Context: an optimization exercise on an open-source flow, tuned for small area, a short achievable clock period and few clock cycles per item. The choices shown serve that exercise and are no tape-out recipe. Function was checked by simulation only, so behaviour that the tests miss may differ from the original. Power is estimated from default activity; no workload was simulated.

`flow/flow/run.sh`:
```
#!/bin/bash
# Standard layout (standard.sh: the standard flow's own ORFS run, synthesis unchanged) with
# two settings changed:
#  - timing repair aims for setup slack SETUP_SLACK_MARGIN below the clock
#    period, so that it shortens the critical paths instead of stopping as
#    soon as the 30 ns period is met;
#  - ports are buffered with the small buf_1 (the resizer upsizes it where
#    timing needs it) instead of the default delay-cell buffer.
set -euo pipefail
bash standard.sh finish SETUP_SLACK_MARGIN=22.7 \
    "BUFFER_PORTS_ARGS=-buffer_cell sky130_fd_sc_hd__buf_1" CORE_UTILIZATION=55 PLACE_DENSITY=0.7 > standard.log 2>&1
```
`flow/standard.sh`:
```
#!/bin/bash
# synth_recipe.tcl (not shown) runs the flow's synth.tcl, then flattens the netlist and writes it again
# the make line also repeats each setting of config.mk as NAME=value (left out here)
make -C /OpenROAD-flow-scripts/flow DESIGN_CONFIG=/design/flow/config.mk WORK_HOME=/design/flow/orfs CLKGATE_MAP_FILE= SYNTH_SCRIPT=/design/flow/synth_recipe.tcl "${@:-finish}"
```
`flow/config.mk`:
```
export PLATFORM = sky130hd
export DESIGN_NAME = msf_decoder
export DESIGN_NICKNAME = msf_decoder
export VERILOG_FILES = /design/flow/design.v
export SDC_FILE = /design/flow/constraint.sdc
export NUM_CORES = 4
export LEC_CHECK = 0
export CAP_MARGIN = 20
export CORE_MARGIN = 2
export CORE_UTILIZATION = 40
export PLACE_DENSITY = 0.6
export SLEW_MARGIN = 20
```
`flow/constraint.sdc`:
```
create_clock -name core_clock -period 30.0 [get_ports {clk}]
set_input_delay 6.0000 -clock core_clock [delete_from_list [all_inputs] [get_ports {clk}]]
set_output_delay 6.0000 -clock core_clock [all_outputs]
set_load 0.01 [all_outputs]
```
`flow/design.v`:
```
module msf_decoder (
    input  wire        clk,
    input  wire        rst,           
    input  wire        start,         
    input  wire [7:0]  count,         
    input  wire [31:0] start_time,    
    output reg  [7:0]  mem_raddr,
    input  wire [7:0]  mem_rdata,
    output reg         done,
    output reg  [8:0]  dstat,         
    output reg  [5:0]  secs,
    output reg  [7:0]  rd_ptr,
    output reg  [59:0] a_bits,        
    output reg  [59:0] b_bits,        
    output reg  [31:0] rec_ticks,
    output reg  [7:0]  rec_year,
    output reg  [7:0]  rec_month,
    output reg  [7:0]  rec_day,
    output reg  [2:0]  rec_dow,
    output reg  [7:0]  rec_hour,
    output reg  [7:0]  rec_minute,
    output reg         rec_bst,
    output reg  [15:0] rec_dut1
);
    localparam [1:0] S_IDLE  = 2'd0,
                     S_INIT  = 2'd1,
                     S_RUN   = 2'd2,
                     S_FINAL = 2'd3;
    reg [1:0]  state;
    reg [7:0]  rem;              
    reg [31:0] stime;
    reg [2:0]  cd;               
    reg        ph;               
    reg [7:0]  R;                
    reg [7:0]  E;                
    localparam [319:0] TAB_T_U10 =
        320'h8421084210842108421084210842108421084210842108420e6b16a4a0e62906208022190a63a12a;
    function [4:0] t_u10;
        input [5:0] i;
        t_u10 = TAB_T_U10[i * 5 +: 5];
    endfunction
    localparam [703:0] TAB_T_A00 =
        704'h8010020040080100200400801002004008010020040080100200400801002004008010020040080100200400801002004008010020040080100200400800c815e2583e8640960c80c8000320c8258640fa258578c8200400;
    function [10:0] t_a00;
        input [5:0] i;
        t_a00 = TAB_T_A00[i * 11 +: 11];
    endfunction
    localparam [703:0] TAB_T_A10 =
        704'h801002004008010020040080100200400801002004008010020040080100200400801001a93205dcaf14525844c7d0e11902bc4b07d0c812c190190000641904b0c81f44b0af1903847d113258514af1773206a500200400;
    function [10:0] t_a10;
        input [5:0] i;
        t_a10 = TAB_T_A10[i * 11 +: 11];
    endfunction
    localparam [703:0] TAB_T_A11 =
        704'h8010020040080100200362682c817f2dd578a693ca5846c854fa1d2362640b714d258428748c814c21432042042000110430c8218538c81d442c9614e2de640d91d33e88591ba584f4a6d5e2de5fec81a136380100200400;
    function [10:0] t_a11;
        input [5:0] i;
        t_a11 = TAB_T_A11[i * 11 +: 11];
    endfunction
    localparam [1535:0] TAB_T_C70 =
        1536'h00000000000000000000000000000000002cb2cb2baebaaaaaaa69a68a28a279e79a69a69659649249238e38a28a286186082081f7df79e79e75d75c71c71b6db69a69a6596586186175d75965965555545145134d349249245145041040f3cf00000000000000000000000000000000001d75d71c71c6db6da69a6996596186185d75d65965955555145144d34d24924914514104103cf3ce38e38d34d30c30c2cb2ca28a2892492082081c71c61861851451041040c30c2082081041000000;
    function [5:0] t_c70;
        input [7:0] i;
        t_c70 = TAB_T_C70[i * 6 +: 6];
    endfunction
    localparam [1279:0] TAB_T_C90 =
        1280'h000000000000000000000000000017bdef7bdad6b5ad6b5ab5ad6b5ad6b4a5294a52949ce739ce739ca5294a5294a318c6318c63084210842107bdef7bdef7b9ce739ce739ad6b5ad6b5ac6318c6318c00000000000000000000000000000b5ad6b5a94a5294a529294a5294a528421084210839ce739ce7398c6318c6318a5294a5294a4210842108418c6318c6318842108421082108421084200000000000;
    function [4:0] t_c90;
        input [7:0] i;
        t_c90 = TAB_T_C90[i * 5 +: 5];
    endfunction
    localparam [767:0] TAB_T_Z100 =
        768'h8008008008008008008008008008008008008008008008008008008008008008008008008008008008008008008008008008008008008008008008008008008008008008008008008005785144b044c3e83843202bc2581f419012c0c8064000;
    function [11:0] t_z100;
        input [5:0] i;
        t_z100 = TAB_T_Z100[i * 12 +: 12];
    endfunction
    function gtc_6_58;    
        input [5:0] x;
        gtc_6_58 = (x[2] & x[5] & x[4] & x[3]) | (x[0] & x[5] & x[4] & x[3] & ~x[2] & x[1]);
    endfunction
    function gtc_8_2;    
        input [7:0] x;
        gtc_8_2 = (x[7]) | (x[6] & ~x[7]) | (x[5] & ~x[7] & ~x[6]) | (x[4] & ~x[7] & ~x[6] & ~x[5]) | (x[3] & ~x[7] & ~x[6] & ~x[5] & ~x[4]) | (x[2] & ~x[7] & ~x[6] & ~x[5] & ~x[4] & ~x[3]) | (x[0] & ~x[7] & ~x[6] & ~x[5] & ~x[4] & ~x[3] & ~x[2] & x[1]);
    endfunction
    function gtc_8_3;    
        input [7:0] x;
        gtc_8_3 = (x[7]) | (x[6] & ~x[7]) | (x[5] & ~x[7] & ~x[6]) | (x[4] & ~x[7] & ~x[6] & ~x[5]) | (x[3] & ~x[7] & ~x[6] & ~x[5] & ~x[4]) | (x[2] & ~x[7] & ~x[6] & ~x[5] & ~x[4] & ~x[3]);
    endfunction
    function gtc_8_4;    
        input [7:0] x;
        gtc_8_4 = (x[7]) | (x[6] & ~x[7]) | (x[5] & ~x[7] & ~x[6]) | (x[4] & ~x[7] & ~x[6] & ~x[5]) | (x[3] & ~x[7] & ~x[6] & ~x[5] & ~x[4]) | (x[1] & ~x[7] & ~x[6] & ~x[5] & ~x[4] & ~x[3] & x[2]) | (x[0] & ~x[7] & ~x[6] & ~x[5] & ~x[4] & ~x[3] & x[2] & ~x[1]);
    endfunction
    function gtc_8_5;    
        input [7:0] x;
        gtc_8_5 = (x[7]) | (x[6] & ~x[7]) | (x[5] & ~x[7] & ~x[6]) | (x[4] & ~x[7] & ~x[6] & ~x[5]) | (x[3] & ~x[7] & ~x[6] & ~x[5] & ~x[4]) | (x[1] & ~x[7] & ~x[6] & ~x[5] & ~x[4] & ~x[3] & x[2]);
    endfunction
    function gtc_8_8;    
        input [7:0] x;
        gtc_8_8 = (x[7]) | (x[6] & ~x[7]) | (x[5] & ~x[7] & ~x[6]) | (x[4] & ~x[7] & ~x[6] & ~x[5]) | (x[2] & ~x[7] & ~x[6] & ~x[5] & ~x[4] & x[3]) | (x[1] & ~x[7] & ~x[6] & ~x[5] & ~x[4] & x[3] & ~x[2]) | (x[0] & ~x[7] & ~x[6] & ~x[5] & ~x[4] & x[3] & ~x[2] & ~x[1]);
    endfunction
    function gtc_8_9;    
        input [7:0] x;
        gtc_8_9 = (x[7]) | (x[6] & ~x[7]) | (x[5] & ~x[7] & ~x[6]) | (x[4] & ~x[7] & ~x[6] & ~x[5]) | (x[2] & ~x[7] & ~x[6] & ~x[5] & ~x[4] & x[3]) | (x[1] & ~x[7] & ~x[6] & ~x[5] & ~x[4] & x[3] & ~x[2]);
    endfunction
    function gtc_8_151;    
        input [7:0] x;
        gtc_8_151 = (x[6] & x[7]) | (x[5] & x[7] & ~x[6]) | (x[3] & x[7] & ~x[6] & ~x[5] & x[4]);
    endfunction
    function gtc_8_170;    
        input [7:0] x;
        gtc_8_170 = (x[6] & x[7]) | (x[4] & x[7] & ~x[6] & x[5]) | (x[2] & x[7] & ~x[6] & x[5] & ~x[4] & x[3]) | (x[0] & x[7] & ~x[6] & x[5] & ~x[4] & x[3] & ~x[2] & x[1]);
    endfunction
    function gtc_8_174;    
        input [7:0] x;
        gtc_8_174 = (x[6] & x[7]) | (x[4] & x[7] & ~x[6] & x[5]) | (x[0] & x[7] & ~x[6] & x[5] & ~x[4] & x[3] & x[2] & x[1]);
    endfunction
    function gtc_10_89;    
        input [9:0] x;
        gtc_10_89 = (x[9]) | (x[8] & ~x[9]) | (x[7] & ~x[9] & ~x[8]) | (x[5] & ~x[9] & ~x[8] & ~x[7] & x[6]) | (x[2] & ~x[9] & ~x[8] & ~x[7] & x[6] & ~x[5] & x[4] & x[3]) | (x[1] & ~x[9] & ~x[8] & ~x[7] & x[6] & ~x[5] & x[4] & x[3] & ~x[2]);
    endfunction
    function gtc_10_149;    
        input [9:0] x;
        gtc_10_149 = (x[9]) | (x[8] & ~x[9]) | (x[6] & ~x[9] & ~x[8] & x[7]) | (x[5] & ~x[9] & ~x[8] & x[7] & ~x[6]) | (x[3] & ~x[9] & ~x[8] & x[7] & ~x[6] & ~x[5] & x[4]) | (x[1] & ~x[9] & ~x[8] & x[7] & ~x[6] & ~x[5] & x[4] & ~x[3] & x[2]);
    endfunction
    function gtc_10_249;    
        input [9:0] x;
        gtc_10_249 = (x[9]) | (x[8] & ~x[9]) | (x[2] & ~x[9] & ~x[8] & x[7] & x[6] & x[5] & x[4] & x[3]) | (x[1] & ~x[9] & ~x[8] & x[7] & x[6] & x[5] & x[4] & x[3] & ~x[2]);
    endfunction
    function gtc_10_874;    
        input [9:0] x;
        gtc_10_874 = (x[7] & x[9] & x[8]) | (x[4] & x[9] & x[8] & ~x[7] & x[6] & x[5]) | (x[2] & x[9] & x[8] & ~x[7] & x[6] & x[5] & ~x[4] & x[3]) | (x[0] & x[9] & x[8] & ~x[7] & x[6] & x[5] & ~x[4] & x[3] & ~x[2] & x[1]);
    endfunction
    function gtc_10_934;    
        input [9:0] x;
        gtc_10_934 = (x[6] & x[9] & x[8] & x[7]) | (x[4] & x[9] & x[8] & x[7] & ~x[6] & x[5]) | (x[3] & x[9] & x[8] & x[7] & ~x[6] & x[5] & ~x[4]) | (x[0] & x[9] & x[8] & x[7] & ~x[6] & x[5] & ~x[4] & ~x[3] & x[2] & x[1]);
    endfunction
    function gtc_12_4;    
        input [11:0] x;
        gtc_12_4 = (x[11]) | (x[10] & ~x[11]) | (x[9] & ~x[11] & ~x[10]) | (x[8] & ~x[11] & ~x[10] & ~x[9]) | (x[7] & ~x[11] & ~x[10] & ~x[9] & ~x[8]) | (x[6] & ~x[11] & ~x[10] & ~x[9] & ~x[8] & ~x[7]) | (x[5] & ~x[11] & ~x[10] & ~x[9] & ~x[8] & ~x[7] & ~x[6]) | (x[4] & ~x[11] & ~x[10] & ~x[9] & ~x[8] & ~x[7] & ~x[6] & ~x[5]) | (x[3] & ~x[11] & ~x[10] & ~x[9] & ~x[8] & ~x[7] & ~x[6] & ~x[5] & ~x[4]) | (x[1] & ~x[11] & ~x[10] & ~x[9] & ~x[8] & ~x[7] & ~x[6] & ~x[5] & ~x[4] & ~x[3] & x[2]) | (x[0] & ~x[11] & ~x[10] & ~x[9] & ~x[8] & ~x[7] & ~x[6] & ~x[5] & ~x[4] & ~x[3] & x[2] & ~x[1]);
    endfunction
    function gtc_12_899;    
        input [11:0] x;
        gtc_12_899 = (x[11]) | (x[10] & ~x[11]) | (x[6] & ~x[11] & ~x[10] & x[9] & x[8] & x[7]) | (x[5] & ~x[11] & ~x[10] & x[9] & x[8] & x[7] & ~x[6]) | (x[4] & ~x[11] & ~x[10] & x[9] & x[8] & x[7] & ~x[6] & ~x[5]) | (x[3] & ~x[11] & ~x[10] & x[9] & x[8] & x[7] & ~x[6] & ~x[5] & ~x[4]) | (x[2] & ~x[11] & ~x[10] & x[9] & x[8] & x[7] & ~x[6] & ~x[5] & ~x[4] & ~x[3]);
    endfunction
    function gtc_12_1499;    
        input [11:0] x;
        gtc_12_1499 = (x[11]) | (x[9] & ~x[11] & x[10]) | (x[5] & ~x[11] & x[10] & ~x[9] & x[8] & x[7] & x[6]) | (x[2] & ~x[11] & x[10] & ~x[9] & x[8] & x[7] & x[6] & ~x[5] & x[4] & x[3]);
    endfunction
    wire [8:0]  d70 = {1'b0, R} - 9'd70;
    wire [8:0]  d80 = {1'b0, R} - 9'd80;
    wire [8:0]  d90 = {1'b0, R} - 9'd90;
    wire        s70 = d70[8], s80 = d80[8], s90 = d90[8];
    wire [6:0]  u70 = d70[6:0] ^ {7{s70}};
    wire [6:0]  u80 = d80[6:0] ^ {7{s80}};
    wire [6:0]  u90 = d90[6:0] ^ {7{s90}};
    wire [10:0] p70 = {1'b0, u70, 3'd0} + {2'b0, u70, 2'd0} + {3'b0, u70, 1'b0}
                    + {5'd0, t_c70({s70, u70})};
    wire [10:0] p80 = {1'b0, u80, 3'd0} + {2'b0, u80, 2'd0} + {5'd0, u80[6:1]}
                    + {7'd0, s80, s80, 1'b0, s80};
    wire [10:0] p90 = {1'b0, u90, 3'd0} + {3'b0, u90, 1'b0} + {4'd0, u90}
                    + {6'd0, t_c90({s90, u90})};
    wire        f70 = gtc_8_174(R);
    wire        f80 = ~gtc_8_8(R)  | gtc_8_151(R);
    wire        f90 = ~gtc_8_9(R) | gtc_8_170(R);
    wire [9:0]  s2  = {2'b0, E} + {2'b0, R} - 10'd100;
    wire        g2  = s2[9];
    wire [6:0]  m2  = s2[6:0] ^ {7{g2}};
    wire [9:0]  d2  = {m2, 3'd0} + {2'b0, m2, 1'b0} + {6'd0, g2, 1'b0, g2, 1'b0};
    wire        f2  = g2 ? ~gtc_10_934(s2) : gtc_10_89(s2);
    wire [4:0]  ue  = t_u10(E[5:0]);
    wire [4:0]  uo  = t_u10(R[5:0]);
    wire [4:0]  xs  = {1'b0, ue[3:0]} + {1'b0, uo[3:0]};
    reg  [9:0]  Sp;      
    reg  [11:0] Z100;    
    wire [9:0]  s4  = {Sp[8], Sp[8:0]} + {2'b0, R};
    wire        g4  = s4[9];
    wire [7:0]  m4  = s4[7:0] ^ {8{g4}};
    wire        f4  = Sp[9] | (g4 ? ~gtc_10_874(s4) : gtc_10_149(s4));
    wire [11:0] w4  = {1'b0, Z100[10:0]} + {1'b0, m4, 3'd0} + {3'b0, m4, 1'b0}
                    + {8'd0, g4, 1'b0, g4, 1'b0};
    reg  [11:0] P70;     
    reg  [10:0] P80, P90, D2;
    reg  [9:0]  S2;      
    reg  [5:0]  X;       
    reg  [11:0] W;       
    function [14:0] rca;         
        input [13:0] a, b;
        input        ci;
        integer k;
        reg c;
        begin
            c = ci;
            for (k = 0; k < 14; k = k + 1) begin
                rca[k] = a[k] ^ b[k] ^ c;
                c = (a[k] & b[k]) | (c & (a[k] ^ b[k]));
            end
            rca[14] = c;
        end
    endfunction
    function [14:0] rca3;        
        input [13:0] a, b, c;
        rca3 = rca(a ^ b ^ c, {(a[12:0] & b[12:0]) | (a[12:0] & c[12:0]) | (b[12:0] & c[12:0]), 1'b0}, 1'b0);
    endfunction
    wire [10:0] a11 = t_a11(E[5:0]);
    wire [10:0] a10 = t_a10(E[5:0]);
    wire [10:0] a00 = t_a00(E[5:0]);
    wire        eh  = |E[7:6];
    wire [14:0] t11w = rca3({4'd0, a11[9:0]}, {3'd0, P70[10:0]}, {4'd0, D2[9:0]});
    wire [14:0] t10w = rca3({4'd0, a10[9:0]}, {4'd0, P80[9:0]}, {4'd0, D2[9:0]});
    wire [14:0] t00w = rca3({4'd0, a00[9:0]}, {4'd0, P90[9:0]}, {4'd0, D2[9:0]});
    wire [11:0] t11 = t11w[11:0], t10 = t10w[11:0], t00 = t00w[11:0];
    wire        b11 = eh | a11[10] | P70[11] | D2[10] | gtc_12_899(t11);
    wire        b10 = eh | a10[10] | P80[10] | D2[10] | gtc_12_899(t10);
    wire        b00 = eh | a00[10] | P90[10] | D2[10] | gtc_12_899(t00);
    wire [14:0] t4w = rca({2'd0, W[11:0]}, {3'd0, P70[10:0]}, 1'b0);
    wire [12:0] t4  = t4w[12:0];
    wire        b4  = W[11] | P70[11] | (|t4[12:11]);
    wire [4:0]  ur  = t_u10(R[5:0]);
    wire [5:0]  zs  = {1'b0, X[4:0]} + {2'b0, ur[3:0]};
    wire        zb  = X[5] | ur[4] | (|R[7:6]);
    wire [11:0] z100 = t_z100(zs);
    wire [14:0] spw = rca({4'd0, S2[8], S2[8:0]}, {6'd0, R}, 1'b0);
    wire [9:0]  sp  = spw[9:0];                               
    wire        spb = S2[9] | (~sp[9] & gtc_10_149(sp));
    reg  [9:0]  T11, T10, T00;
    reg  [10:0] T4;
    function [1:0] madd3;        
        input [1:0] a, b;
        case ({a, b})
            4'b0000: madd3 = 2'd0; 4'b0001: madd3 = 2'd1; 4'b0010: madd3 = 2'd2;
            4'b0100: madd3 = 2'd1; 4'b0101: madd3 = 2'd2; 4'b0110: madd3 = 2'd0;
            4'b1000: madd3 = 2'd2; 4'b1001: madd3 = 2'd0; 4'b1010: madd3 = 2'd1;
            default: madd3 = 2'd0;
        endcase
    endfunction
    function [1:0] m3d;          
        input [1:0] d;
        m3d = (d == 2'd3) ? 2'd0 : d;
    endfunction
    function [1:0] mod3;
        input [9:0] n;
        mod3 = madd3(madd3(madd3(m3d(n[1:0]), m3d(n[3:2])), madd3(m3d(n[5:4]), m3d(n[7:6]))), m3d(n[9:8]));
    endfunction
    function lt3;
        input [10:0] d;
        input [1:0]  ra;
        lt3 = ~d[10] & (d[9:2] != 8'd0 || d[1:0] > 2'd2 - ra);
    endfunction
    function gt3;
        input [10:0] d;
        input [1:0]  rb;
        gt3 = d[10] & (d[9:2] != 8'hff || {1'b0, d[1:0]} < 3'd2 + {1'b0, rb});
    endfunction
    function [8:0] div3;         
        input [9:0] n;
        integer k;
        reg [1:0] r;
        begin
            r = 2'd0;
            for (k = 9; k >= 0; k = k - 1)
                case ({r, n[k]})
                    3'b000: begin if (k < 9) div3[k] = 1'b0; r = 2'd0; end
                    3'b001: begin if (k < 9) div3[k] = 1'b0; r = 2'd1; end
                    3'b010: begin if (k < 9) div3[k] = 1'b0; r = 2'd2; end
                    3'b011: begin if (k < 9) div3[k] = 1'b1; r = 2'd0; end
                    3'b100: begin if (k < 9) div3[k] = 1'b1; r = 2'd1; end
                    default: begin if (k < 9) div3[k] = 1'b1; r = 2'd2; end
                endcase
        end
    endfunction
    wire [1:0]  r11 = mod3(T11), r10 = mod3(T10), r00 = mod3(T00);
    wire [14:0] dAw = rca({4'd0, 1'b0, T10}, {4'hf, 1'b1, ~T11}, 1'b1);
    wire [14:0] dBw = rca({4'd0, 1'b0, T00}, {4'hf, 1'b1, ~T11}, 1'b1);
    wire [14:0] dCw = rca({4'd0, 1'b0, T00}, {4'hf, 1'b1, ~T10}, 1'b1);
    wire [10:0] dA = dAw[10:0], dB = dBw[10:0], dC = dCw[10:0];
    wire l11_10 = lt3(dA, r11), l10_11 = gt3(dA, r10);
    wire l11_00 = lt3(dB, r11), l00_11 = gt3(dB, r00);
    wire l10_00 = lt3(dC, r10), l00_10 = gt3(dC, r00);
    wire w11 = l11_10 & l11_00;
    wire w10 = l10_11 & l10_00;
    wire w00 = l00_11 & l00_10;
    wire sel11 = ~l10_11 & ~l00_11;
    wire sel10 = ~sel11 & ~l00_10;
    wire [9:0] tsel = sel11 ? T11 : (sel10 ? T10 : T00);
    reg  [9:0] Ts;       
    reg        Wany, Wa, Wb;
    wire [8:0] mq   = div3(Ts);              
    reg  [8:0] Mm;       
    reg        Mok, Ma, Mb;
    wire [14:0] m5w = rca({3'd0, Mm, 2'b0}, {5'd0, Mm}, 1'b0);
    wire [14:0] yw  = rca({3'd0, T4}, ~{3'd0, m5w[10:0]}, 1'b1);
    wire [11:0] y   = yw[11:0];               
    wire        Flt = y[11];
    wire        Fgt = ~y[11] & gtc_12_4(y);
    reg         Cl2, Cn2, Cl4, Cn4;
    wire        have4 = ~Cn2;                    
    wire        acc01 = have4 & Flt;
    wire        accw  = Mok & (~have4 | Fgt);
    wire        acc   = acc01 | accw;
    wire        abit  = accw & Ma;
    wire        bbit  = (accw & Mb) | acc01;
    wire [7:0] rd2 = rd_ptr + 8'd2;
    wire [7:0] rd4 = rd_ptr + 8'd4;
    wire [7:0] rdn = acc01 ? rd4 : rd2;
    wire       last = acc01 ? Cl4 : Cl2;
    wire       lone = acc01 ? Cn4 : Cn2;
    function [7:0] bcd;
        input [7:0] v;
        begin
            bcd = {{1'b0, v[7:4], 2'b0} + {3'b0, v[7:4]} + {4'b0, v[3:1]}, v[0]};
        end
    endfunction
    reg [7:0] w_year, w_month, w_day, w_dow, w_hour, w_minute;
    reg [7:0] w_sync;
    integer   i;
    always @* begin
        for (i = 0; i < 8; i = i + 1) w_year[7-i]   = a_bits[16+i];    
        w_month = 8'd0;
        for (i = 0; i < 5; i = i + 1) w_month[4-i]  = a_bits[24+i];    
        w_day = 8'd0;
        for (i = 0; i < 6; i = i + 1) w_day[5-i]    = a_bits[29+i];    
        w_dow = 8'd0;
        for (i = 0; i < 3; i = i + 1) w_dow[2-i]    = a_bits[35+i];    
        w_hour = 8'd0;
        for (i = 0; i < 6; i = i + 1) w_hour[5-i]   = a_bits[38+i];    
        w_minute = 8'd0;
        for (i = 0; i < 7; i = i + 1) w_minute[6-i] = a_bits[44+i];    
        for (i = 0; i < 8; i = i + 1) w_sync[7-i]   = a_bits[51+i];    
    end
    wire       dec     = (state == S_RUN) & (cd == 3'd0);
    wire       wr      = dec & acc;
    wire       fin     = (state == S_FINAL) | (dec & (~acc | last | lone));
    wire       pat_nx  = dstat[2] | (dec & ~acc);
    wire       a59_nx  = a_bits[58] | (wr & abit & (secs == 6'd58));
    wire       e_secs  = ~(gtc_6_58(secs) | (wr & (secs == 6'd58)));
    wire e_sync     = ({w_sync[7:1], a59_nx} != 8'h7E);
    wire e_par_year = ~(^a_bits[23:16] ^ b_bits[53]);
    wire e_par_date = ~(^a_bits[34:24] ^ b_bits[54]);
    wire e_par_dow  = ~(^a_bits[37:35] ^ b_bits[55]);
    wire e_par_time = ~(^a_bits[50:38] ^ b_bits[56]);
    wire frame_ok   = ~(e_sync | e_par_year | e_par_date | e_par_dow | e_par_time);
    wire check      = ~dstat[1] & ~pat_nx & ~e_secs;
    function [3:0] lead1;    
        input [7:0] w;
        casez (w)
            8'b???????0: lead1 = 4'd0;
            8'b??????01: lead1 = 4'd1;
            8'b?????011: lead1 = 4'd2;
            8'b????0111: lead1 = 4'd3;
            8'b???01111: lead1 = 4'd4;
            8'b??011111: lead1 = 4'd5;
            8'b?0111111: lead1 = 4'd6;
            8'b01111111: lead1 = 4'd7;
            default:     lead1 = 4'd8;
        endcase
    endfunction
    wire [3:0]  npos = lead1(b_bits[7:0]);
    wire [3:0]  nneg = lead1(b_bits[15:8]);
    function [15:0] x100;    
        input [3:0] n;
        case (n)
            4'd1: x100 = 16'd100;  4'd2: x100 = 16'd200;  4'd3: x100 = 16'd300;
            4'd4: x100 = 16'd400;  4'd5: x100 = 16'd500;  4'd6: x100 = 16'd600;
            4'd7: x100 = 16'd700;  4'd8: x100 = 16'd800;  default: x100 = 16'd0;
        endcase
    endfunction
    function [15:0] xm100;   
        input [3:0] n;
        case (n)
            4'd1: xm100 = -16'sd100;  4'd2: xm100 = -16'sd200;  4'd3: xm100 = -16'sd300;
            4'd4: xm100 = -16'sd400;  4'd5: xm100 = -16'sd500;  4'd6: xm100 = -16'sd600;
            4'd7: xm100 = -16'sd700;  4'd8: xm100 = -16'sd800;  default: xm100 = 16'd0;
        endcase
    endfunction
    wire [15:0] dut1 = (npos != 4'd0) ? x100(npos) : xm100(nneg);
    always @(posedge clk) begin
        R <= mem_rdata;
        if (ph) E <= R;
        P70 <= {f70, p70};
        P80 <= {f80 | p80[10], p80[9:0]};
        P90 <= {f90 | p90[10], p90[9:0]};
        D2  <= {f2, d2};
        S2  <= {~g2 & gtc_10_249(s2), s2[8:0]};
        X   <= {ue[4] | uo[4] | (|E[7:6]) | (|R[7:6]), xs[4:0]};
        W   <= {f4 | Z100[11] | gtc_12_1499(w4), w4[10:0]};
        T11 <= b11 ? 10'd900 : t11[9:0];
        T10 <= b10 ? 10'd900 : t10[9:0];
        T00 <= b00 ? 10'd900 : t00[9:0];
        T4  <= b4 ? 11'd2047 : t4[10:0];
        Z100 <= {zb | z100[11], z100[10:0]};
        Sp  <= {spb, sp[8:0]};
        Ts   <= tsel;
        Wany <= w11 | w10 | w00;
        Wa   <= w11 | w10;
        Wb   <= w11;
        if (ph) begin
            Mm  <= mq;
            Mok <= Wany & (Ts != 10'd900);
            Ma  <= Wa;
            Mb  <= Wb;
        end
        Cl2 <= (secs == 6'd59) | ~gtc_8_2(rem);
        Cn2 <= ~gtc_8_3(rem);
        Cl4 <= (secs == 6'd59) | ~gtc_8_4(rem);
        Cn4 <= ~gtc_8_5(rem);
        if (state == S_IDLE) stime <= start_time;
    end
    always @(posedge clk) begin
        if (rst || state == S_INIT) begin
            a_bits <= 60'd0;
            b_bits <= 60'd0;
        end else if (wr) begin
            a_bits[secs] <= abit;
            b_bits[secs] <= bbit;
        end
    end
    always @(posedge clk) begin
        if (rst) begin
            state      <= S_IDLE;
            ph         <= 1'b0;
            cd         <= 3'd0;
            mem_raddr  <= 8'd0;
            done       <= 1'b0;
            dstat      <= 9'd0;
            secs       <= 6'd0;
            rd_ptr     <= 8'd0;
            rec_ticks  <= 32'd0;
            rec_year   <= 8'd0;
            rec_month  <= 8'd0;
            rec_day    <= 8'd0;
            rec_dow    <= 3'd0;
            rec_hour   <= 8'd0;
            rec_minute <= 8'd0;
            rec_bst    <= 1'b0;
            rec_dut1   <= 16'd0;
        end else begin
            done <= 1'b0;
            ph   <= ~ph;
            if (cd != 3'd0) cd <= cd - 3'd1;
            case (state)
                S_IDLE: begin
                    mem_raddr <= {7'd0, start};
                    rem       <= count;
                    ph        <= 1'b0;
                    if (start) state <= S_INIT;
                end
                S_INIT: begin
                    mem_raddr <= mem_raddr + 8'd1;
                    dstat     <= 9'd0;
                    secs      <= 6'd0;
                    cd        <= 3'd5;
                    dstat[1]  <= (rem == 8'd0);         
                    if (rem == 8'd1) rd_ptr <= 8'd1;    
                    else             rd_ptr <= 8'd0;
                    state <= (rem[7:1] == 7'd0) ? S_FINAL : S_RUN;
                end
                S_RUN: begin
                    mem_raddr <= mem_raddr + 8'd1;
                    if (dec) begin
                        if (acc) begin
                            secs <= secs + 6'd1;
                            rem  <= acc01 ? {rem[7:2] - 6'd1, rem[1:0]} : {rem[7:1] - 7'd1, rem[0]};
                            cd   <= acc01 ? 3'd3 : 3'd1;
                            if (last)      rd_ptr <= rdn;
                            else if (lone) rd_ptr <= {rdn[7:1], 1'b1};    
                            else           rd_ptr <= rdn;
                        end else begin
                            dstat[2] <= 1'b1;                   
                            rd_ptr   <= rd2;
                        end
                    end
                end
                default: ;
            endcase
            if (fin) begin
                mem_raddr <= 8'd0;
                dstat[3]  <= e_secs;                    
                if (check) begin
                    dstat[4] <= e_sync;
                    dstat[5] <= e_par_year;
                    dstat[6] <= e_par_date;
                    dstat[7] <= e_par_dow;
                    dstat[8] <= e_par_time;
                    dstat[0] <= frame_ok;
                    if (frame_ok) begin
                        rec_ticks  <= stime;
                        rec_year   <= bcd(w_year);
                        rec_month  <= bcd(w_month);
                        rec_day    <= bcd(w_day);
                        rec_dow    <= w_dow[2:0];
                        rec_hour   <= bcd(w_hour);
                        rec_minute <= bcd(w_minute);
                        rec_bst    <= b_bits[57];
                        rec_dut1   <= dut1;
                    end
                end
                done  <= 1'b1;
                state <= S_IDLE;
            end
        end
    end
endmodule
```
==> results.py, run 1 <==
metrics = {
    "status": {
        "outcome": "complete, no violations",
    },
    "route": {
        "drtIter0Drc": 2317,
        "drt-total-wl_mm": 86.06,
        "antenna_left": 0,
        "route.met2.wl_mm": 40.27,
        "top_layer": "met5",
        "vias_per_cell": 5.875,
        "avgRoutedWirePerCell_um": 19.98,
        "first_pass_iters": 6,
        "wl_met3_mm": 5.871,
        "wl_met1_mm": 36.53,
        "vias": 25310,
        "drc": 0,
    },
    "sta": {
        "hold_viol": 0,
        "fin_skew_ns": 0.02837,
        "slew_headroom": 0.2411,
        "worst_slew_pin_slew_ns": 1.135,
        "rsz0062_at_grt": "true",
        "min_period_ns": 7.278,
        "fin_crit_sh": 0.2426,
        "setup_tns_ns": 0,
        "finalSetupViolations": 0,
        "fmax_mhz": 137.4,
        "report.final.slew_viol_count": 0,
    },
    "placed_design": {
        "postPlaceCellArea_sq_um": 31440,
        "port_buffers": 284,
        "hpwl_mm": 64.19,
        "finalWeightedCongestion": 0.9698,
    },
    "cts": {
        "tritoncts": "built",
        "path_clk_slew_ns": 0.06,
        "clockRootBuffer": "clkbuf_16",
        "cts_htree_levels": 2,
        "numCtsBuffers": 49,
        "cts_sinks": 451,
        "hold_buffers": 0,
        "cts.path.max_buffers": 3,
        "insertion_delay_ns": 0.61,
    },
    "yosys": {
        "yosys_warnings": 1,
        "avgSynthCellArea_sq_um": 8.976,
        "ys_ff_latch": 451,
        "ys_async_sr_fraction": 0,
        "synth-edff-count": 60,
        "ys.flop_type": "dfxtp_1",
        "netlist-cell-type-count": 95,
        "synthCells": 3321,
        "synth_area_sq_um": 29810,
        "ys_seq_area_frac": 0.3230,
    },
    "run": {
        "maxCapViolations": 0,
    },
    "min_path": {
        "hold_path.class": "flop to flop",
    },
    "global_route": {
        "grt_pass1_vias": 24240,
        "grt_max_degree": 121,
        "grt_pass1_wl_mm": 133.0,
        "antenna_found_initial": 1,
        "grt.total_usage": 0.2972,
        "overflow": 0,
    },
    "power_and_ir_drop": {
        "power_density_nw_per_um2": 95.33,
        "total_leakage_power_nw": 14.59,
        "peakVddDrop_uv": 102.2,
    },
    "layout": {
        "nFillCells": 4579,
        "multiInputGateArea_sq_um": 18500,
        "fin_area_sq_um": 33580,
        "drive_gt1_frac": 0.07171,
        "fin_nets": 4034,
        "area_delta_synth_final_pct": 12.65,
        "register_area_sq_um": 9668,
        "antenna_cells": 0,
    },
    "floorplan": {
        "pin_count": 295,
        "die_h_um": 236.8,
        "coreArea_sq_um": 53710,
        "die_x_um": 236.8,
        "rows": 85,
        "initial_core_util": 0.5550,
        "dieArea_sq_um": 56080,
    },
    "setup_path": {
        "cp-start-kind": "flop",
        "cp.arrival_ns": 1.28,
        "max_stage_delay_ns": 0.50,
        "crit_path_max_fanout": 4,
        "crit_family": "flip-flops",
        "required_ns": 24.00,
        "end_kind": "output pin",
        "path_buf_inv": 1,
        "path_class": "flop to output pin",
        "crit_path_top_delay_cell": "dfxtp_2",
        "path_cells": "buf_1",
    },
}
[power breakdown]
group          internal, mW  switching (mW)
registers             0.735          0.0706
logic                 0.750            1.02
clock network         0.370           0.259
total                  1.86            1.35
[through the flow]
step | setup slack [ns] | hold slack (ns) | util | total power, mW | std cells
after floorplan | 22.73 | 0.3855 | - | 2.105 | 3330
after global placement | 21.90 | 0.3914 | 0.5853 | 2.505 | 4190
after detailed placement | 21.76 | 0.3952 | 0.5854 | 2.550 | 4190
after CTS | 22.70 | 0.4092 | 0.6195 | 3.202 | 4285
after global routing | 22.63 | 0.4222 | 0.6253 | 3.475 | 4308
final | 22.72 | 0.4071 | 0.6253 | 3.201 | 4308
[state kept, by name, indices dropped and copies added (netlist names), 9 cells and up]
register and cells:
P80 11, Mm 9, a_bits 60, D2 10, rec_dut1 9, stime 32
Sp 10, Ts 10, dstat 9, T10 10, P70 12, P90 11
W 11, T11 10, T4 11, rec_ticks 32, Z100 10, S2 9
T00 10, b_bits 60
[final cells by class]
cell class                 count  share of cell area
sequential                   451              0.2879
inverter                     303             0.03432
multi-input combinational   2410              0.5509
clock inverter                23            0.007154
clock buffer                  69             0.04363
tap                          696             0.02593
timing repair buffer         356             0.05015
[cell families (layout without fill, tap and decap cells)]
group                      after synthesis  in the layout  share of synthesized area
xor gates and xnor gates               163            163                    0.04999
other                                    1             10                  0.0001258
adders and majority gates              415            415                     0.2097
AOI/OAI and AO/OA                      738            738                     0.1577
muxes                                  149            149                    0.05116
DFF                                    451            451                     0.3230
buffers and inverters                  469            751                    0.06212
and+or+nand+nor                        935            935                     0.1462
[cells in the final DEF (no fill, tap or decap), types with 117 or more instances in the layout]
cell type / instances
ha_1: 266
inv_1: 294
xnor2_1: 117
mux2i_1: 137
a21oi_1: 229
fa_1: 141
dfxtp_1: 366
buf_1: 269
nand2_1: 257
nor2_1: 320
o21ai_0: 162
[synthesized netlist by cell type (all sizes together) (8+ instances only)]
library cell | count | area share
nor2b | 27 | 0.0057
nor4 | 25 | 0.0052
a211o | 8 | 0.0024
mux2 | 11 | 0.0044
nand3 | 62 | 0.010
or3 | 13 | 0.0027
nand4 | 25 | 0.0052
clkbuf | 121 | 0.015
nor2 | 325 | 0.041
o31ai | 12 | 0.0032
o21a | 12 | 0.0030
o21bai | 21 | 0.0053
buf | 45 | 0.0087
nand3b | 15 | 0.0038
nor3b | 10 | 0.0025
a22oi | 49 | 0.012
mux2i | 137 | 0.046
a311oi | 16 | 0.0047
or2 | 8 | 0.0017
a211oi | 42 | 0.011
a21oi | 232 | 0.039
o21ai | 166 | 0.028
nand2 | 257 | 0.032
ha | 270 | 0.11
and3 | 10 | 0.0021
fa | 142 | 0.095
and2 | 30 | 0.0063
a31oi | 31 | 0.0065
o22ai | 12 | 0.0025
a221o | 8 | 0.0027
o211ai | 18 | 0.0052
edfxtp | 60 | 0.060
nor3 | 48 | 0.0082
xor2 | 41 | 0.012
xnor2 | 118 | 0.035
o221ai | 9 | 0.0026
nand2b | 55 | 0.012
inv | 297 | 0.037
nor4b | 8 | 0.0024
a221oi | 8 | 0.0024
a21o | 30 | 0.0076
dfxtp | 391 | 0.26
[worst paths after layout]
check / start / end / slack, ns / cells after the start
setup / recovery: a_bits[36]$_SDFFE_PP0P_ / a_bits[36] / 22.72 / 1
hold / removal: Wa$_DFF_P_ / Ma$_DFFE_PP_ / 0.41 / 0
setup reg to reg: Mm[0]$_DFFE_PP_ / b_bits[23]$_SDFFE_PP0P_ / 22.85 / 23
hold reg to reg: Wa$_DFF_P_ / Ma$_DFFE_PP_ / 0.41 / 0
[repair_timing]
item,in CTS,in global routing
setup endpoints to repair,130,154
cloned,0,2
buffers inserted,3,21
pin swaps,1,4
resized for setup,43,45
[metal layers]
layer,up-vias,global-route usage
met5,-,0
met2,1029,0.4870
met3,204,0.04430
met1,12110,0.3950
li1,11970,-
met4,2,0.1204
Testbench counts, summed over its fixed seeds: cycles 48,359, decodes 384.
==> run 2: changes to the inputs <==
--- a/flow/flow/run.sh
+++ b/flow/flow/run.sh
@@ -8,4 +8,4 @@
 #    timing needs it) instead of the default delay-cell buffer.
 set -euo pipefail
 bash standard.sh finish SETUP_SLACK_MARGIN=22.7 \
-    "BUFFER_PORTS_ARGS=-buffer_cell sky130_fd_sc_hd__buf_1" CORE_UTILIZATION=55 PLACE_DENSITY=0.7 > standard.log 2>&1
+    "BUFFER_PORTS_ARGS=-buffer_cell sky130_fd_sc_hd__buf_1" > standard.log 2>&1
==> results.py, run 2 <==
metrics = {
    "route": {
        "vias": 24480,
        "drtIter0Drc": 1902,
        "drc": 0,
        "first_pass_iters": 7,
        "antenna_left": 0,
        "drt-total-wl_mm": 82.65,
        "vias_per_cell": 5.348,
        "avgRoutedWirePerCell_um": 18.06,
    },
    "layout": {
        "fin_nets": 4035,
        "nFillCells": 7254,
        "layout_common_cells": "dfxtp_1, nor2_1, inv_1",
        "drive_gt1_frac": 0.06818,
        "top_regs": "a_bits x60, b_bits x60",
        "final_common_cell": "dfxtp_1",
        "antenna_cells": 0,
        "area_delta_synth_final_pct": 13.49,
    },
    "global_route": {
        "grt_max_degree": 66,
        "grt.total_usage": 0.2099,
        "grt_pass1_vias": 23520,
        "overflow": 0,
        "grt_pass1_wl_mm": 130.5,
        "antenna_found_initial": 0,
    },
    "setup_path": {
        "crit_path_max_fanout": 2,
        "rrSetupSlack_ns": 22.97,
        "required_ns": 24.00,
        "r2r-start": "Mm[0]$_DFFE_PP_",
        "crit_family": "buffers and inverters",
        "cp-start-kind": "flop",
        "r2r_cells": 25,
        "cp.arrival_ns": 1.28,
        "path_cells": "buf_1",
        "path_buf_inv": 1,
        "rr_endpoint": "rec_minute[6]$_SDFFE_PP0P_",
        "crit_path_top_delay_cell": "buf_1",
        "end_kind": "output pin",
        "max_stage_delay_ns": 0.36,
        "path_class": "flop to output pin",
    },
    "yosys": {
        "synth.area.top_cells": "dfxtp_1, ha_1, fa_1, edfxtp_1, mux2i_1",
        "synth_top_family_by_area": "adder cells",
        "synth_top_area_share": 0.2626,
        "synth_top_area_cell": "dfxtp_1",
        "avgSynthCellArea_sq_um": 8.976,
        "synthTopCellsByCount": "dfxtp_1, nor2_1, inv_1",
        "synth_xor_area_frac": 0.04999,
        "synth-simple-area-share": 0.1461,
        "ys_seq_area_frac": 0.3230,
        "synthMuxAreaShare": 0.05116,
        "ys.flop_type": "dfxtp_1",
        "netlist-cell-type-count": 95,
        "yosys_warnings": 1,
        "yosysMostFrequentCell": "dfxtp_1",
        "ys_ff_latch": 451,
        "synth_fa_ha_area_frac": 0.2097,
        "synth_compound_area_frac": 0.1577,
        "synthCells": 3321,
        "synth_area_sq_um": 29810,
        "synth-edff-count": 60,
        "ys_async_sr_fraction": 0,
    },
    "floorplan": {
        "pin_count": 295,
        "die_h_um": 277.0,
        "die_x_um": 277.0,
        "rows": 100,
        "dieArea_sq_um": 76720,
        "coreArea_sq_um": 74070,
        "initial_core_util": 0.4024,
    },
    "power_and_ir_drop": {
        "power_frac_clock": 0.192,
        "total_leakage_power_nw": 14.50,
        "power_density_nw_per_um2": 92.68,
        "p_sw_frac": 0.4189,
        "power_frac_seq": 0.256,
        "peakVddDrop_uv": 112.9,
        "power_switching_mw": 1.313,
        "p_comb_frac": 0.552,
        "p_int_mw": 1.822,
    },
    "cts": {
        "cts.path.max_buffers": 3,
        "insertion_delay_ns": 0.60,
        "hold_buffers": 0,
        "clockRootBuffer": "clkbuf_16",
        "cts_sinks": 451,
        "cts_htree_levels": 2,
        "numCtsBuffers": 48,
        "tritoncts": "built",
        "path_clk_slew_ns": 0.06,
    },
    "sta": {
        "fmax_mhz": 137.4,
        "fin_hold_ws_ns": 0.4140,
        "slew_headroom": 0.2709,
        "setup_tns_ns": 0,
        "fin_skew_ns": 0.02981,
        "rsz0062_at_grt": "true",
        "report.final.slew_viol_count": 0,
        "fin_crit_sh": 0.2427,
        "worst_slew_pin_slew_ns": 1.090,
        "min_period_ns": 7.280,
        "finalSetupViolations": 0,
        "hold_viol": 0,
    },
    "min_path": {
        "hold_path_end": "Sp[9]$_DFF_P_",
        "hold_path.class": "flop to flop",
        "hp-start": "S2[9]$_DFF_P_",
        "hold_depth": 1,
    },
    "placed_design": {
        "finalWeightedCongestion": 0.9127,
        "hpwl_mm": 61.33,
        "port_buffers": 284,
    },
    "run": {
        "maxCapViolations": 0,
    },
    "status": {
        "outcome": "complete, no violations",
    },
}
[run 2: cell types whose count changed in the layout (fill, tap and decap cells not counted), sizes merged]
cell,previous run,this run
buf,349,350
bufinv,3,2
clkinvlp,1,4
or2,8,9
clkbuf,76,75
inv,304,299
clkinv,18,16
[run 2: logic make-up after synthesis]
| group | count (synthesis) |
|---|---|
| flops | 451 |
| xor+xnor | 163 |
| fa+ha+maj | 415 |
| other cells | 1 |
| compound gates | 738 |
| buf+inv | 469 |
| simple gates | 935 |
| mux | 149 |
[run 2: layout make-up]
class / count / area [sq um] / area share
repair inverters: 1 / 5.005 / 0.0001479
well taps: 969 / 1212 / 0.03584
repair buffers: 356 / 1674 / 0.04948
flip-flops and latches: 451 / 9664 / 0.2857
multi-input cells: 2411 / 18520 / 0.5475
clock buffers: 69 / 1424 / 0.04209
clock inverters: 17 / 176.4 / 0.005214
inverters: 303 / 1154 / 0.03410
[run 2: repair_timing]
action                     4_1_cts  5_1_grt
gates cloned                     1        2
setup buffers                    2       22
pin swaps                        0        5
gates resized for setup         36       39
setup endpoints to repair      175      203
[run 2: worst max-delay path by stage]
stage / from / slack [ns] / depth (start not counted) / endpoint
final: rec_year[7]$_SDFFE_PP0P_ / 22.72 / 1 / rec_year[7]
after global routing: Mm[0]$_DFFE_PP_ / 22.61 / 25 / rec_ticks[14]$_SDFFE_PP0P_
after CTS: E[0]$_DFFE_PP_ / 22.69 / 27 / T11[3]$_SDFF_PP0_
after detailed placement: E[0]$_DFFE_PP_ / 21.85 / 27 / T11[3]$_SDFF_PP0_
after global placement: E[0]$_DFFE_PP_ / 21.94 / 27 / T11[3]$_SDFF_PP0_
after floorplan: E[1]$_DFFE_PP_ / 22.73 / 28 / T11[3]$_SDFF_PP0_
[run 2: metrics by stage]
step | instances | power (mW) | util | instance area [sq um] | setup slack [ns]
2_1_floorplan | 3330 | 2.105 | - | 29850 | 22.73
4_1_cts | 4552 | 3.136 | 0.4520 | 33480 | 22.69
5_1_grt | 4577 | 3.420 | 0.4568 | 33830 | 22.61
3_5_place_dp | 4463 | 2.509 | 0.4292 | 31790 | 21.85
6_report | 4577 | 3.135 | 0.4568 | 33830 | 22.72
3_3_place_gp | 4463 | 2.496 | 0.4291 | 31780 | 21.94
[run 2: metal layers]
metal	track usage	part of all wire	up-vias
met5	0	0	-
met4	0.08849	0.044	0
met3	0.03020	0.055	189
met2	0.3398	0.46	795
met1	0.2804	0.45	11530
li1	-	-	11970
[run 2: power by group through the flow]
stage	registers, mW	clock network (mW)	logic (mW)
final	0.802	0.602	1.73
after global routing	0.812	0.636	1.97
after global placement	0.820	0	1.68
after floorplan	0.790	0	1.31
after detailed placement	0.821	0	1.69
after CTS	0.805	0.614	1.72
==> run 3: changes to the inputs <==
==> flow/flow/run.sh (replaced) <==
#!/bin/bash
# Standard layout (standard.sh: the standard flow's own ORFS run, synthesis unchanged) with
# some settings changed:
#  - timing repair aims for setup slack SETUP_SLACK_MARGIN below the clock
#    period, so that it shortens the critical paths instead of stopping as
#    soon as the 30 ns period is met;
#  - ports are buffered with the small buf_1 (the resizer upsizes it where
#    timing needs it) instead of the default delay-cell buffer;
#  - the clock tree uses larger sink clusters (fewer buffers).
set -euo pipefail
bash standard.sh finish SETUP_SLACK_MARGIN=22.8 \
    "BUFFER_PORTS_ARGS=-buffer_cell sky130_fd_sc_hd__buf_1" \
    CTS_CLUSTER_SIZE=24 CTS_CLUSTER_DIAMETER=100 > standard.log 2>&1
==> results.py, run 3 <==
metrics = {
    "placed_design": {
        "postPlaceCellArea_sq_um": 31810,
        "pre_cts_ws_ns": 21.81,
        "port_buffers": 284,
        "place_inst": 4465,
        "finalWeightedCongestion": 0.9227,
        "hpwl_mm": 61.71,
    },
    "yosys": {
        "synthTopCellsByCount": "dfxtp_1, nor2_1, inv_1",
        "ys_ff_latch": 451,
        "synth_top_area_share": 0.2626,
        "synth_area_sq_um": 29810,
        "netlist-cell-type-count": 95,
        "avgSynthCellArea_sq_um": 8.976,
        "yosys_warnings": 1,
        "yosysMostFrequentCell": "dfxtp_1",
        "synth-edff-count": 60,
        "synth.area.top_cells": "dfxtp_1, ha_1, fa_1, edfxtp_1, mux2i_1",
        "synth_top_area_cell": "dfxtp_1",
        "ys.flop_type": "dfxtp_1",
        "ys_seq_area_frac": 0.3230,
        "synthCells": 3321,
        "ys_async_sr_fraction": 0,
    },
    "layout": {
        "final_common_cell": "nor2_1",
        "fin_area_sq_um": 33320,
        "instances_no_fill": 4541,
        "top_regs": "a_bits x60, b_bits x60",
        "area_delta_synth_final_pct": 11.77,
        "fin_nets": 4024,
        "layout_common_cells": "nor2_1, dfxtp_1, inv_1",
        "drive_gt1_frac": 0.08793,
    },
    "cts": {
        "cts.path.max_buffers": 3,
        "numCtsBuffers": 24,
        "cts_htree_levels": 1,
        "tritoncts": "built",
        "hold_buffers": 0,
        "path_clk_slew_ns": 0.10,
        "cts_sinks": 451,
        "clockRootBuffer": "clkbuf_16",
        "insertion_delay_ns": 0.58,
    },
    "route": {
        "drt-total-wl_mm": 82.46,
        "drc": 0,
        "vias": 24360,
        "vias_per_cell": 5.364,
        "antenna_left": 0,
        "avgRoutedWirePerCell_um": 18.16,
        "drtIter0Drc": 1862,
        "first_pass_iters": 6,
    },
    "sta": {
        "setup_tns_ns": 0,
        "min_period_ns": 7.183,
        "hold_viol": 0,
        "report.final.slew_viol_count": 0,
        "fin_crit_sh": 0.2394,
        "fin_skew_ns": 0.02532,
        "finalSetupViolations": 0,
        "fmax_mhz": 139.2,
        "rsz0062_at_grt": "true",
        "slew_headroom": 0.2921,
        "worst_slew_pin_slew_ns": 1.058,
        "finalWorstSetupSlack_ns": 22.82,
    },
    "min_path": {
        "hp-start": "S2[9]$_DFF_P_",
        "hold_path.class": "flop to flop",
        "hold_depth": 1,
        "hold_path_end": "Sp[9]$_DFF_P_",
    },
    "global_route": {
        "grt_pass1_vias": 22690,
        "overflow": 0,
        "grt.total_usage": 0.2062,
        "grt_max_degree": 74,
        "antenna_found_initial": 0,
        "grt_pass1_wl_mm": 128.0,
    },
    "power_and_ir_drop": {
        "peakVddDrop_uv": 130.2,
        "power_density_nw_per_um2": 86.93,
        "total_leakage_power_nw": 14.34,
    },
    "setup_path": {
        "r2r_cells": 27,
        "max_stage_delay_ns": 0.34,
        "required_ns": 24.00,
        "crit_path_max_fanout": 2,
        "cp-start-kind": "flop",
        "path_class": "flop to output pin",
        "crit_path_top_delay_cell": "dfxtp_1",
        "rr_endpoint": "T11[1]$_SDFF_PP0_",
        "cp.arrival_ns": 1.18,
        "rrSetupSlack_ns": 23.08,
        "path_buf_inv": 1,
        "crit_family": "flip-flops",
        "path_cells": "buf_1",
        "crit_path_start": "b_bits[52]$_SDFFE_PP0P_",
        "end_kind": "output pin",
        "r2r-start": "E[1]$_DFFE_PP_",
    },
    "status": {
        "outcome": "complete, no violations",
    },
    "run": {
        "maxCapViolations": 0,
    },
    "floorplan": {
        "coreArea_sq_um": 74070,
        "dieArea_sq_um": 76720,
        "initial_core_util": 0.4024,
        "rows": 100,
        "die_h_um": 277.0,
        "die_x_um": 277.0,
        "pin_count": 295,
    },
}
run 3: kinds of logic after synthesis:
kind of cell             synth area share
AO/OA/AOI/OAI                      0.1577
flip-flops                         0.3230
AND/OR/NAND/NOR                    0.1462
adder cells (fa/ha/maj)            0.2097
multiplexers                      0.05116
other                           0.0001258
XOR/XNOR                          0.04999
buffers and inverters             0.06212
run 3: final cells by class:
type                    count  area (sq um)
repair buffers            370          1886
clock inverters             4         60.06
flip-flops and latches    451          9808
diodes                      1         2.502
well taps                 969          1212
fillers                  7225         40750
clock buffers              32         651.9
inverters                 303          1150
multi-input cells        2411         18550
run 3: layer usage:
| layer | up-vias | GRT usage | routed length, um |
|---|---|---|---|
| li1 | 11930 | - | - |
| met1 | 11530 | 0.2845 | 37380 |
| met2 | 741 | 0.3352 | 37390 |
| met3 | 160 | 0.02354 | 4628 |
| met4 | 0 | 0.07023 | 3070 |
| met5 | - | 0 | 0 |
run 3: power by group:
group	internal, mW	total (mW)	switching (mW)	leakage (nW)
clock	0.158	0.367	0.209	0.347
combinational	0.742	1.73	0.984	10.2
sequential	0.732	0.804	0.0718	3.81
run 3: metrics by stage:
stage,hold slack (ns),power (mW),util
floorplan,0.3855,2.105,-
global placement,0.3970,2.490,0.4295
detailed placement,0.3985,2.514,0.4295
CTS,0.4234,2.901,0.4434
global route,0.4366,3.178,0.4498
finish,0.4232,2.896,0.4498
run 3: worst max-delay path by stage:
stage                                          end  slack, ns  cells after the start
after floorplan                  T11[3]$_SDFF_PP0_      22.82                     28
after global placement     b_bits[28]$_SDFFE_PP0P_      21.80                      5
after detailed placement   b_bits[28]$_SDFFE_PP0P_      21.81                      5
after CTS                                 dstat[1]      22.75                      1
after global routing      rec_dut1[5]$_SDFFE_PP0P_      22.78                     25
final                                   b_bits[52]      22.82                      1
run 3: repair_timing:
| item | in CTS | in global routing |
|---|---|---|
| resized for setup | 138 | 72 |
| pin swaps | 3 | 6 |
| endpoints found under the hold margin | 0 | 0 |
| buffers inserted | 9 | 26 |
| endpoints found under the setup margin | 251 | 204 |
| gates cloned | 1 | 3 |
==> run 4: changes to the inputs <==
--- a/flow/flow/run.sh
+++ b/flow/flow/run.sh
@@ -8,6 +8,6 @@
 #    timing needs it) instead of the default delay-cell buffer;
 #  - the clock tree uses larger sink clusters (fewer buffers).
 set -euo pipefail
-bash standard.sh finish SETUP_SLACK_MARGIN=22.8 \
+bash standard.sh finish SETUP_SLACK_MARGIN=22.7 \
     "BUFFER_PORTS_ARGS=-buffer_cell sky130_fd_sc_hd__buf_1" \
     CTS_CLUSTER_SIZE=24 CTS_CLUSTER_DIAMETER=100 > standard.log 2>&1
==> results.py, run 4 <==
metrics = {
    "status": {
        "outcome": "complete, no violations",
    },
    "global_route": {
        "grt_pass1_wl_mm": 129.2,
        "grt_pass1_vias": 23140,
        "grt.total_usage": 0.2070,
        "antenna_found_initial": 0,
        "overflow": 0,
        "grt_max_degree": 66,
    },
    "setup_path": {
        "crit_path_top_delay_cell": "dfxtp_1",
        "cp-start-kind": "flop",
        "path_class": "flop to output pin",
        "required_ns": 24.00,
        "cp.arrival_ns": 1.26,
        "end_kind": "output pin",
        "rr_endpoint": "rec_ticks[11]$_SDFFE_PP0P_",
        "crit_family": "flip-flops",
        "r2r_cells": 28,
        "crit_path_max_fanout": 4,
        "rrSetupSlack_ns": 22.94,
        "path_buf_inv": 1,
        "path_cells": "buf_1",
        "max_stage_delay_ns": 0.50,
        "r2r-start": "Mm[0]$_DFFE_PP_",
    },
    "floorplan": {
        "rows": 100,
        "die_x_um": 277.0,
        "initial_core_util": 0.4024,
        "die_h_um": 277.0,
        "coreArea_sq_um": 74070,
        "dieArea_sq_um": 76720,
        "pin_count": 295,
    },
    "run": {
        "maxCapViolations": 0,
    },
    "yosys": {
        "synth_compound_area_frac": 0.1577,
        "yosysMostFrequentCell": "dfxtp_1",
        "synthTopCellsByCount": "dfxtp_1, nor2_1, inv_1",
        "ys_ff_latch": 451,
        "synth_top_family_by_area": "adder cells",
        "synthMuxAreaShare": 0.05116,
        "synthCells": 3321,
        "synth_top_area_cell": "dfxtp_1",
        "avgSynthCellArea_sq_um": 8.976,
        "synth-edff-count": 60,
        "synth_xor_area_frac": 0.04999,
        "ys_async_sr_fraction": 0,
        "synth-simple-area-share": 0.1461,
        "synth.area.top_cells": "dfxtp_1, ha_1, fa_1, edfxtp_1, mux2i_1",
        "yosys_warnings": 1,
        "ys.flop_type": "dfxtp_1",
        "synth_top_area_share": 0.2626,
        "synth_fa_ha_area_frac": 0.2097,
        "synth_area_sq_um": 29810,
        "netlist-cell-type-count": 95,
        "ys_seq_area_frac": 0.3230,
    },
    "min_path": {
        "hold_depth": 1,
        "hold_path.class": "flop to flop",
        "hp-start": "S2[9]$_DFF_P_",
        "hold_path_end": "Sp[9]$_DFF_P_",
    },
    "power_and_ir_drop": {
        "power_density_nw_per_um2": 87.48,
        "total_leakage_power_nw": 14.03,
        "peakVddDrop_uv": 126.2,
    },
    "cts": {
        "path_clk_slew_ns": 0.10,
        "cts_sinks": 451,
        "insertion_delay_ns": 0.59,
        "tritoncts": "built",
        "clockRootBuffer": "clkbuf_16",
        "cts_htree_levels": 1,
        "numCtsBuffers": 23,
        "cts.path.max_buffers": 3,
        "hold_buffers": 0,
    },
    "sta": {
        "finalSetupViolations": 0,
        "finalWorstSetupSlack_ns": 22.74,
        "rsz0062_at_grt": "true",
        "fin_crit_sh": 0.2421,
        "hold_viol": 0,
        "report.final.slew_viol_count": 0,
        "fmax_mhz": 137.7,
        "fin_skew_ns": 0.02131,
        "slew_headroom": 0.2657,
        "min_period_ns": 7.262,
        "setup_tns_ns": 0,
        "worst_slew_pin_slew_ns": 1.097,
    },
    "layout": {
        "fin_nets": 4009,
        "area_delta_synth_final_pct": 10.31,
        "top_regs": "a_bits x60, b_bits x60",
        "layout_common_cells": "dfxtp_1, nor2_1, inv_1",
        "multiInputGateArea_sq_um": 18530,
        "fin_area_sq_um": 32880,
        "instances_no_fill": 4524,
        "drive_gt1_frac": 0.05626,
        "antenna_cells": 0,
        "register_area_sq_um": 9668,
        "nFillCells": 7322,
        "final_common_cell": "dfxtp_1",
    },
    "placed_design": {
        "port_buffers": 284,
        "place_inst": 4463,
        "finalWeightedCongestion": 0.9127,
        "postPlaceCellArea_sq_um": 31790,
        "hpwl_mm": 61.33,
        "pre_cts_ws_ns": 21.85,
    },
    "route": {
        "route.met2.wl_mm": 37.74,
        "first_pass_iters": 6,
        "drtIter0Drc": 1964,
        "vias_per_cell": 5.351,
        "vias": 24210,
        "wl_met1_mm": 37.13,
        "antenna_left": 0,
        "top_layer": "met4",
        "wl_met3_mm": 3.989,
        "avgRoutedWirePerCell_um": 18.14,
        "drc": 0,
        "drt-total-wl_mm": 82.05,
    },
}
-- run 4: logic make-up after synthesis --
group / after synthesis
flip-flops: 451
AND/OR/NAND/NOR: 935
adder cells (fa/ha/maj): 415
buffers and inverters: 469
XOR/XNOR: 163
AO/OA/AOI/OAI: 738
multiplexers: 149
other: 1
-- run 4: cell type report --
class                      instances  area share
inverter                         303     0.03508
clock buffer                      28     0.01838
timing repair inverter             1   0.0001522
tap                              969     0.03687
timing repair buffer             355     0.05076
sequential                       451      0.2940
clock inverter                     6    0.001332
multi-input combinational       2411      0.5634
-- run 4: how the worst max path moves through the flow --
stage | start | endpoint | depth (start not counted)
finish | a_bits[22]$_SDFFE_PP0P_ | a_bits[22] | 1
global route | Mm[0]$_DFFE_PP_ | rec_ticks[14]$_SDFFE_PP0P_ | 28
CTS | a_bits[21]$_SDFFE_PP0P_ | a_bits[21] | 1
detailed placement | E[0]$_DFFE_PP_ | T11[3]$_SDFF_PP0_ | 27
global placement | E[0]$_DFFE_PP_ | T11[3]$_SDFF_PP0_ | 27
floorplan | E[1]$_DFFE_PP_ | T11[3]$_SDFF_PP0_ | 28
-- run 4: per-stage QoR --
stage,power [mW],util,hold WS [ns]
after global routing,3.160,0.4440,0.4370
after global placement,2.496,0.4291,0.3978
after CTS,2.874,0.4391,0.4266
after detailed placement,2.509,0.4292,0.4045
final,2.877,0.4440,0.4213
after floorplan,2.105,-,0.3855
-- run 4: report_power, final --
| group | switching [mW] | leakage, nW | internal, mW |
|---|---|---|---|
| sequential | 0.0696 | 3.78 | 0.734 |
| combinational | 0.985 | 9.93 | 0.739 |
| clock | 0.204 | 0.322 | 0.146 |
-- run 4: routing by layer --
layer / vias to the layer above / GRT usage
li1: 11890 / -
met1: 11480 / 0.2811
met2: 687 / 0.3411
met3: 157 / 0.02413
met4: 0 / 0.07177
met5: - / 0
-- run 4: timing repair --
action | 4_1_cts | 5_1_grt
resized for setup | 36 | 40
buffers inserted | 2 | 22
pin swaps | 0 | 6
hold endpoints to repair | 0 | 0
cloned | 1 | 2
endpoints found under the setup margin | 174 | 210
-- run 4: worst reg2reg max path: cells and delay by family, from the launching register on --
kind	cells	cell delay, ns
DFF	1	0.41
adders and majority gates	11	3.96
muxes	1	0.25
AOI/OAI and AO/OA	3	0.62
buffers and inverters	9	1.19
and+or+nand+nor	4	0.50
==> run 5: changes to the inputs <==
--- a/flow/flow/run.sh
+++ b/flow/flow/run.sh
@@ -6,8 +6,10 @@
 #    soon as the 30 ns period is met;
 #  - ports are buffered with the small buf_1 (the resizer upsizes it where
 #    timing needs it) instead of the default delay-cell buffer;
-#  - the clock tree uses larger sink clusters (fewer buffers).
+#  - the clock tree uses larger sink clusters (fewer buffers);
+#  - no extra margin on the slew and capacitance limits.
 set -euo pipefail
 bash standard.sh finish SETUP_SLACK_MARGIN=22.7 \
     "BUFFER_PORTS_ARGS=-buffer_cell sky130_fd_sc_hd__buf_1" \
-    CTS_CLUSTER_SIZE=24 CTS_CLUSTER_DIAMETER=100 > standard.log 2>&1
+    CTS_CLUSTER_SIZE=24 CTS_CLUSTER_DIAMETER=100 \
+    CAP_MARGIN=0 SLEW_MARGIN=0 > standard.log 2>&1
==> results.py, run 5 <==
metrics = {
    "floorplan": {
        "coreArea_sq_um": 74070,
        "dieArea_sq_um": 76720,
        "rows": 100,
        "initial_core_util": 0.4024,
        "die_x_um": 277.0,
        "die_h_um": 277.0,
        "pin_count": 295,
    },
    "sta": {
        "fmax_mhz": 137.5,
        "slew_headroom": 0.1787,
        "finalWorstSetupSlack_ns": 22.73,
        "rsz0062_at_grt": "true",
        "min_period_ns": 7.271,
        "fin_hold_ws_ns": 0.4209,
        "finalSetupViolations": 0,
        "fin_skew_ns": 0.01927,
        "worst_slew_pin_slew_ns": 1.229,
        "fin_crit_sh": 0.2424,
        "setup_tns_ns": 0,
        "hold_viol": 0,
        "report.final.slew_viol_count": 0,
    },
    "cts": {
        "cts.path.max_buffers": 3,
        "cts_sinks": 451,
        "path_clk_slew_ns": 0.10,
        "clockRootBuffer": "clkbuf_16",
        "cts_htree_levels": 1,
        "insertion_delay_ns": 0.58,
        "tritoncts": "built",
        "numCtsBuffers": 23,
    },
    "yosys": {
        "synth_area_sq_um": 29810,
        "ys_seq_area_frac": 0.3230,
        "synth-edff-count": 60,
        "netlist-cell-type-count": 95,
        "synth_top_area_share": 0.2626,
        "synthCells": 3321,
        "ys_ff_latch": 451,
        "yosys_warnings": 1,
        "ys_async_sr_fraction": 0,
        "ys.flop_type": "dfxtp_1",
        "synthTopCellsByCount": "dfxtp_1, nor2_1, inv_1",
        "synth_top_area_cell": "dfxtp_1",
        "yosysMostFrequentCell": "dfxtp_1",
        "avgSynthCellArea_sq_um": 8.976,
        "synth.area.top_cells": "dfxtp_1, ha_1, fa_1, edfxtp_1, mux2i_1",
    },
    "layout": {
        "fin_nets": 4018,
        "fin_util": 0.4448,
        "instances_no_fill": 4533,
        "drive_gt1_frac": 0.05640,
        "nFillCells": 7261,
        "area_delta_synth_final_pct": 10.54,
        "layout_common_cells": "dfxtp_1, nor2_1, inv_1",
        "register_area_sq_um": 9667,
        "top_regs": "a_bits x60, b_bits x60",
        "multiInputGateArea_sq_um": 18500,
        "antenna_cells": 0,
        "final_common_cell": "dfxtp_1",
    },
    "setup_path": {
        "cp.arrival_ns": 1.27,
        "max_stage_delay_ns": 0.50,
        "path_depth": 1,
        "path_class": "flop to output pin",
        "path_buf_inv": 1,
        "r2r_cells": 27,
        "required_ns": 24.00,
        "cp-start-kind": "flop",
        "crit_family": "flip-flops",
        "path_cells": "buf_1",
        "crit_path_max_fanout": 4,
        "end_kind": "output pin",
        "crit_path_top_delay_cell": "dfxtp_2",
    },
    "route": {
        "antenna_left": 0,
        "vias_per_cell": 5.372,
        "vias": 24350,
        "drt-total-wl_mm": 82.33,
        "drtIter0Drc": 1819,
        "drc": 0,
        "avgRoutedWirePerCell_um": 18.16,
        "first_pass_iters": 6,
    },
    "power_and_ir_drop": {
        "total_leakage_power_nw": 14.08,
        "power_density_nw_per_um2": 86.90,
        "peakVddDrop_uv": 109.7,
    },
    "global_route": {
        "overflow": 0,
        "grt_pass1_wl_mm": 129.3,
        "antenna_found_initial": 0,
        "grt_pass1_vias": 23130,
        "grt_max_degree": 66,
        "grt.total_usage": 0.2067,
    },
    "placed_design": {
        "hpwl_mm": 61.36,
        "port_buffers": 284,
        "pre_cts_ws_ns": 21.86,
        "finalWeightedCongestion": 0.9127,
        "place_inst": 4463,
    },
    "run": {
        "maxCapViolations": 0,
    },
    "min_path": {
        "hold_path.class": "flop to flop",
        "hold_depth": 1,
    },
    "status": {
        "outcome": "complete, no violations",
    },
}
-- run 5: path summary, 6_finish.rpt --
path | startpoint | endpoint | slack [ns]
worst max-delay path | a_bits[36]$_SDFFE_PP0P_ | a_bits[36] | 22.73
worst min-delay path | S2[9]$_DFF_P_ | Sp[9]$_DFF_P_ | 0.42
worst max register to register | Mm[0]$_DFFE_PP_ | rec_year[2]$_SDFFE_PP0P_ | 22.89
worst min register to register | S2[9]$_DFF_P_ | Sp[9]$_DFF_P_ | 0.42
-- run 5: final cells by class --
class | instances | share of cell area
Multi-Input combinational cell | 2411 | 0.5613
Clock buffer | 28 | 0.01804
Tap cell | 969 | 0.03680
Timing Repair inverter | 1 | 0.0001519
Clock inverter | 6 | 0.001405
Inverter | 303 | 0.03501
Sequential cell | 451 | 0.2934
Timing Repair Buffer | 364 | 0.05388
-- run 5: power breakdown --
part           total [mW]  switching (mW)  internal [mW]
clock               0.346           0.203          0.144
sequential          0.805          0.0707          0.734
combinational        1.71           0.976          0.737
-- run 5: metal layers --
| layer | GRT usage | wire, um |
|---|---|---|
| met5 | 0 | 0 |
| met4 | 0.07358 | 3126 |
| met2 | 0.3411 | 37770 |
| met1 | 0.2791 | 37060 |
| met3 | 0.02489 | 4372 |
-- run 5: repair_timing --
action                     in CTS  in global routing
gates resized for setup        36                 40
pin swaps                       0                  7
gates cloned                    1                  4
buffers inserted                2                 29
setup endpoints to repair     173                200
hold buffers                    0                  0
-- run 5: per-stage QoR --
step	cell area, sq um	power (mW)
4_1_cts	32520	2.874
6_report	32950	2.864
2_1_floorplan	29850	2.105
3_3_place_gp	31780	2.496
3_5_place_dp	31780	2.512
5_1_grt	32950	3.148
-- run 5: cells by family after synthesis --
family                     Yosys count  synth area share
adders and majority gates          415            0.2097
xor gates and xnor gates           163           0.04999
AOI/OAI and AO/OA                  738            0.1577
DFF                                451            0.3230
other                                1         0.0001258
and+or+nand+nor                    935            0.1462
muxes                              149           0.05116
buffers and inverters              469           0.06212

separate check: timing with driven ports:
No port has a modelled driver above. Below, the same layouts with a new extraction and two added sets of constraints. Step 1: set_driving_cell puts a clkbuf_16 on clk and a buf_2 on each other input, an assumption about the parent block. Step 2 also shifts input and output timing later by t, the mid clock arrival at the registers, as if the neighbouring blocks saw the same clock. a / b / c = ideal / step 1 / step 2; a / b = the first two.
| run | t (ns) | setup slack, ns | worst hold slack (ns) | worst register clock-pin slew, ns | worst slew at a driven data input, ns |
|---|---|---|---|---|---|
| run 1 | 0.654 | 22.722 / 22.659 / 22.409 | 0.407 / 0.407 / 0.407 | 0.07 / 0.07 | 0.06 |
| run 2 | 0.653 | 22.720 / 22.656 / 22.284 | 0.414 / 0.414 / 0.414 | 0.07 / 0.07 | 0.08 |
| run 3 | 0.639 | 22.817 / 22.753 / 22.368 | 0.423 / 0.423 / 0.423 | 0.11 / 0.11 | 0.07 |
| run 4 | 0.636 | 22.738 / 22.674 / 22.284 | 0.421 / 0.421 / 0.421 | 0.11 / 0.11 | 0.08 |
| run 5 | 0.627 | 22.729 / 22.667 / 22.293 | 0.421 / 0.421 / 0.421 | 0.10 / 0.10 | 0.07 |
After both steps every run listed still meets setup and hold. The setup slack of run 4, which loses most, moves by -0.064 ns with the drivers and by -0.454 ns with both steps.
